Context: an optimization exercise on an open-source flow, tuned for small area. The choices shown serve that exercise and are no tape-out recipe. RTL that was checked went through simulation tests only; none was proved equivalent to the original. No driver is modelled on the clock port, so clocking that relies on it looks cheaper here than on a real chip.

## alpha
// crc32_engine
module crc32_engine (
    input  wire        clk,
    input  wire        rst,
    input  wire        cmd_valid,
    output wire        cmd_ready,
    input  wire [7:0]  cmd,
    input  wire [31:0] din,
    output wire [31:0] dout,
    output wire        err
);
export LEC_CHECK = 0
export CAP_MARGIN = 20
export CORE_MARGIN = 2
export CORE_UTILIZATION = 40
export SLEW_MARGIN = 20
export SYNTH_HIERARCHICAL = 1
export SYNTH_MEMORY_MAX_BITS = 65536
export SYNTH_MINIMUM_KEEP_SIZE = 0
create_clock -name core_clock -period 8.0 [get_ports {clk}]
standard.sh (not shown) runs the stock make flow with config.mk's settings and CLKGATE_MAP_FILE= SYNTH_SCRIPT=/design/flow/synth_recipe.tcl, a recipe that flattens the netlist after the stock synthesis.
==> flow/flow/run.sh <==
#!/bin/bash
# Layout: the standard flow (standard.sh), with these changes:
#  - after floorplan, every combinational cell is sized down to the smallest
#    cell of its function (flow/downsize.tcl); repair_design and
#    repair_timing size up again where needed;
#  - the port buffers are the smallest buffer (buf_1) instead of the
#    buffer_ports default;
#  - clock tree synthesis uses clkbuf_4, in clusters of at most 10 sinks,
#    and inserts no dummy load cells; after it, a clock buffer whose sinks
#    see too slow a slew is sized up (flow/clkfix.tcl).
# Every input and output port still gets its own buffer. The output of the
# whole run goes to flow_run.log in this folder; ORFS keeps each step's log
# under orfs/logs/.
set -euo pipefail
here=$(pwd)
bash standard.sh \
  POST_FLOORPLAN_TCL="$here/flow/downsize.tcl" \
  POST_CTS_TCL="$here/flow/clkfix.tcl" \
  BUFFER_PORTS_ARGS="-buffer_cell sky130_fd_sc_hd__buf_1" \
  CTS_ARGS="-sink_clustering_enable -repair_clock_nets -dont_use_dummy_load -buf_list sky130_fd_sc_hd__clkbuf_4 -sink_clustering_size 10" \
  finish > flow_run.log 2>&1
==> flow/flow/clkfix.tcl <==
estimate_parasitics -placement
set bigger [dict create \
  sky130_fd_sc_hd__clkbuf_1 sky130_fd_sc_hd__clkbuf_2 \
  sky130_fd_sc_hd__clkbuf_2 sky130_fd_sc_hd__clkbuf_4 \
  sky130_fd_sc_hd__clkbuf_4 sky130_fd_sc_hd__clkbuf_8 \
  sky130_fd_sc_hd__clkbuf_8 sky130_fd_sc_hd__clkbuf_16]
set count 0
foreach inst [get_cells *] {
  set ref [get_property $inst ref_name]
  if { ![dict exists $bigger $ref] } { continue }
  set out [get_pins -of_objects $inst -filter "direction == output"]
  set net [get_nets -of_objects $out]
  set worst 0
  foreach pin [get_pins -of_objects $net -filter "direction == input"] {
    set s [get_property $pin slew_max]
    if { $s > $worst } { set worst $s }
  }
  if { $worst > 0.110 } {
    replace_cell [get_property $inst name] [dict get $bigger $ref]
    incr count
  }
}
puts "clkfix.tcl: sized up $count clock buffers"
if { $count > 0 } {
  detailed_placement
  check_placement -verbose
  estimate_parasitics -placement
}
Other scripts of this flow, unchanged in this note and not shown: flow/flow/downsize.tcl
--- input diff alpha..beta ---
==> flow/flow/clkfix.tcl <==
# Hook run at the end of CTS (POST_CTS_TCL): while some flip-flop clock pin
# sees a slew over 110 ps (placement parasitics), the clock buffer that
# drives it is replaced by the next larger clock buffer, one buffer at a
# time, worst first; then the placement is legalised again.
set bigger [dict create \
  sky130_fd_sc_hd__clkbuf_1 sky130_fd_sc_hd__clkbuf_2 \
  sky130_fd_sc_hd__clkbuf_2 sky130_fd_sc_hd__clkbuf_4 \
  sky130_fd_sc_hd__clkbuf_4 sky130_fd_sc_hd__clkbuf_8 \
  sky130_fd_sc_hd__clkbuf_8 sky130_fd_sc_hd__clkbuf_16]
set count 0
for { set iter 0 } { $iter < 20 } { incr iter } {
  estimate_parasitics -placement
  set worst_inst ""
  set worst 0.110
  foreach inst [get_cells *] {
    set ref [get_property $inst ref_name]
    if { ![dict exists $bigger $ref] } { continue }
    set out [get_pins -of_objects $inst -filter "direction == output"]
    set net [get_nets -of_objects $out]
    foreach pin [get_pins -of_objects $net -filter "direction == input"] {
      if { [get_property $pin name] ne "CLK" } { continue }
      set s [get_property $pin slew_max]
      if { $s > $worst } {
        set worst $s
        set worst_inst $inst
      }
    }
  }
  if { $worst_inst eq "" } { break }
  set ref [get_property $worst_inst ref_name]
  puts "clkfix.tcl: [get_property $worst_inst name] $ref -> [dict get $bigger $ref] (slew $worst)"
  replace_cell [get_property $worst_inst name] [dict get $bigger $ref]
  incr count
}
puts "clkfix.tcl: sized up $count clock buffers"
if { $count > 0 } {
  detailed_placement
  check_placement -verbose
  estimate_parasitics -placement
}
Between alpha and beta, the difference in data-path buffer share of cell area in the final layout is negligible.
beta vs. alpha: relative slew slack went up by 0.42 points.
Relative to alpha, period utilization has decreased by 0.67 points in beta.
beta vs. alpha: worst hold slack across all endpoints has remained practically unchanged, fmax has increased, global-route usage has remained practically unchanged.

---

== build 80 ==
Another version of the RTL of crc32_engine (not shown whole).
Size in the first run: about 300 cells after synthesis, ~77 I/O pins, about 0.0033 mm2 of cells after synthesis.
clock: 8.0 ns
lec_check: 0
cap_margin: 20
core_margin: 2
core_utilization: 40
slew_margin: 20
synth_hierarchical: 1
synth_memory_max_bits: 65536
synth_minimum_keep_size: 0
==> flow/flow/run.sh <==
#!/bin/bash
# Layout: the standard flow (standard.sh), with these changes:
#  - after floorplan, every combinational cell is sized down to the smallest
#    cell of its function (flow/downsize.tcl); repair_design and
#    repair_timing size up again where needed;
#  - the port buffers are the smallest buffer (buf_1) instead of the
#    buffer_ports default;
#  - clock tree synthesis inserts no dummy load cells.
# Every input and output port still gets its own buffer. The output of the
# whole run goes to flow_run.log in this folder; ORFS keeps each step's log
# under orfs/logs/.
set -euo pipefail
here=$(pwd)
bash standard.sh \
  POST_FLOORPLAN_TCL="$here/flow/downsize.tcl" \
  BUFFER_PORTS_ARGS="-buffer_cell sky130_fd_sc_hd__buf_1" \
  CTS_ARGS="-sink_clustering_enable -repair_clock_nets -dont_use_dummy_load" \
  finish > flow_run.log 2>&1
==> flow/flow/downsize.tcl <==
# Hook run after floorplan (POST_FLOORPLAN_TCL): size every combinational
# cell down to the smallest cell of the same function (same name, lower
# drive). Later steps (repair_design, repair_timing) size up again where the
# slew, capacitance or timing limits call for it.
set db [ord::get_db]
set block [ord::get_db_block]
proc is_dont_use { name } {
  foreach pat $::env(DONT_USE_CELLS) {
    if { [string match $pat $name] } { return 1 }
  }
  return 0
}
set count 0
foreach inst [$block getInsts] {
  set master [$inst getMaster]
  set name [$master getName]
  if { ![regexp {^(sky130_fd_sc_hd__[a-z0-9]+)_([0-9]+)$} $name -> base size] } { continue }
  if { [regexp {df|dl|clk|tap|conb|fill|decap|diode} $base] } { continue }
  set best $name
  set best_area [expr { [$master getWidth] * [$master getHeight] }]
  foreach s { 0 1 2 4 } {
    set cand ${base}_$s
    if { $cand eq $name || [is_dont_use $cand] } { continue }
    set cm [$db findMaster $cand]
    if { $cm == "NULL" } { continue }
    set area [expr { [$cm getWidth] * [$cm getHeight] }]
    if { $area < $best_area } {
      set best $cand
      set best_area $area
    }
  }
  if { $best ne $name } {
    replace_cell [$inst getName] $best
    incr count
  }
}
puts "downsize.tcl: sized down $count cells"
The final layout from build 80, which completed every stage, passed the timing, DRC and antenna checks at the end of the flow.
#### Input delta (build 79 over build 80)
diff --git a/flow/flow/run.sh b/flow/flow/run.sh
--- a/flow/flow/run.sh
+++ b/flow/flow/run.sh
@@ -15,4 +15,4 @@
   POST_FLOORPLAN_TCL="$here/flow/downsize.tcl" \
   BUFFER_PORTS_ARGS="-buffer_cell sky130_fd_sc_hd__buf_1" \
-  CTS_ARGS="-sink_clustering_enable -repair_clock_nets -dont_use_dummy_load" \
+  CTS_ARGS="-sink_clustering_enable -repair_clock_nets -dont_use_dummy_load -buf_list sky130_fd_sc_hd__clkbuf_8 -sink_clustering_size 40 -sink_clustering_max_diameter 200" \
   finish > flow_run.log 2>&1
## What came out
- Build 79 did not stop at any stage, and its layout met the timing, DRC and antenna checks.
- Synthesized cell count: build 79 vs build 80 identical
- On top-level I/O count, build 79 and build 80 are basically level.
- Comparing build 79 against build 80, there is no change at all in final core utilization.
- Number of hold-repair buffers added at the cts stage delta (build 79 -> build 80): insignificant
Inputs modified between build 79 and build 15:
diff --git a/flow/flow/run.sh b/flow/flow/run.sh
--- a/flow/flow/run.sh
+++ b/flow/flow/run.sh
@@ -15,4 +15,4 @@
   POST_FLOORPLAN_TCL="$here/flow/downsize.tcl" \
   BUFFER_PORTS_ARGS="-buffer_cell sky130_fd_sc_hd__buf_1" \
-  CTS_ARGS="-sink_clustering_enable -repair_clock_nets -dont_use_dummy_load -buf_list sky130_fd_sc_hd__clkbuf_8 -sink_clustering_size 40 -sink_clustering_max_diameter 200" \
+  CTS_ARGS="-sink_clustering_enable -repair_clock_nets -dont_use_dummy_load -buf_list sky130_fd_sc_hd__clkbuf_16 -sink_clustering_size 80 -sink_clustering_max_diameter 500" \
   finish > flow_run.log 2>&1
Findings:
Number of vias per cell delta for build 15 relative to build 79: 0.67% lower
Fraction of area in non-clock buffers ends up lower on build 15.
Build 79 leaves more setup margin than build 15.
Reported for build 79 and build 15, multi-input logic area turned out identical to the last digit.
Final design utilization up 1.3 points in build 15 wrt build 79
As far as clock buffer count from CTS goes, build 79 and build 15 are indistinguishable; the numbers are identical.
Build 15 against build 79: sequential share of layout area dropped 1.1 points, peak clock frequency supported by timing dropped about 0.65%.
No functional check of the RTL was part of any run of this note.

-- port drivers added, routing unchanged --
The results above use ideal ports. As a check the final layouts listed here were re-extracted and re-timed, cells and wires unchanged. Step 1 assumes that a clkbuf_16 drives the clock port and a buf_2 every other input. Step 2 times the ports against the registers' clock, not the clock port: input delays grow and output delays shrink by t, the midpoint of the rising clock arrivals with the driver on. Slacks: no drivers / after step 1 / after step 2; pairs: no drivers / after step 1.
run | shift t [ns] | setup WS [ns] | hold WS [ns] | slew at the worst register clock pin (ns) | worst data-port slew with drivers (ns)
alpha | 0.354 | 3.322 / 3.318 / 2.965 | 0.474 / 0.474 / 0.474 | 0.09 / 0.09 | 0.04
beta | 0.409 | 3.376 / 3.367 / 2.958 | 0.474 / 0.474 / 0.474 | 0.10 / 0.10 | 0.04
build 80 | 0.362 | 4.423 / 4.431 / 4.069 | 0.465 / 0.465 / 0.465 | 0.07 / 0.07 | 0.05
build 79 | 0.362 | 4.423 / 4.431 / 4.069 | 0.465 / 0.465 / 0.465 | 0.07 / 0.07 | 0.05
build 15 | 0.352 | 4.400 / 4.412 / 4.060 | 0.465 / 0.465 / 0.465 | 0.05 / 0.05 | 0.05
After both steps setup and hold are still met in every run listed. For beta, which loses most, drivers alone change the setup slack by -0.009 ns; drivers and shift together by -0.418 ns.
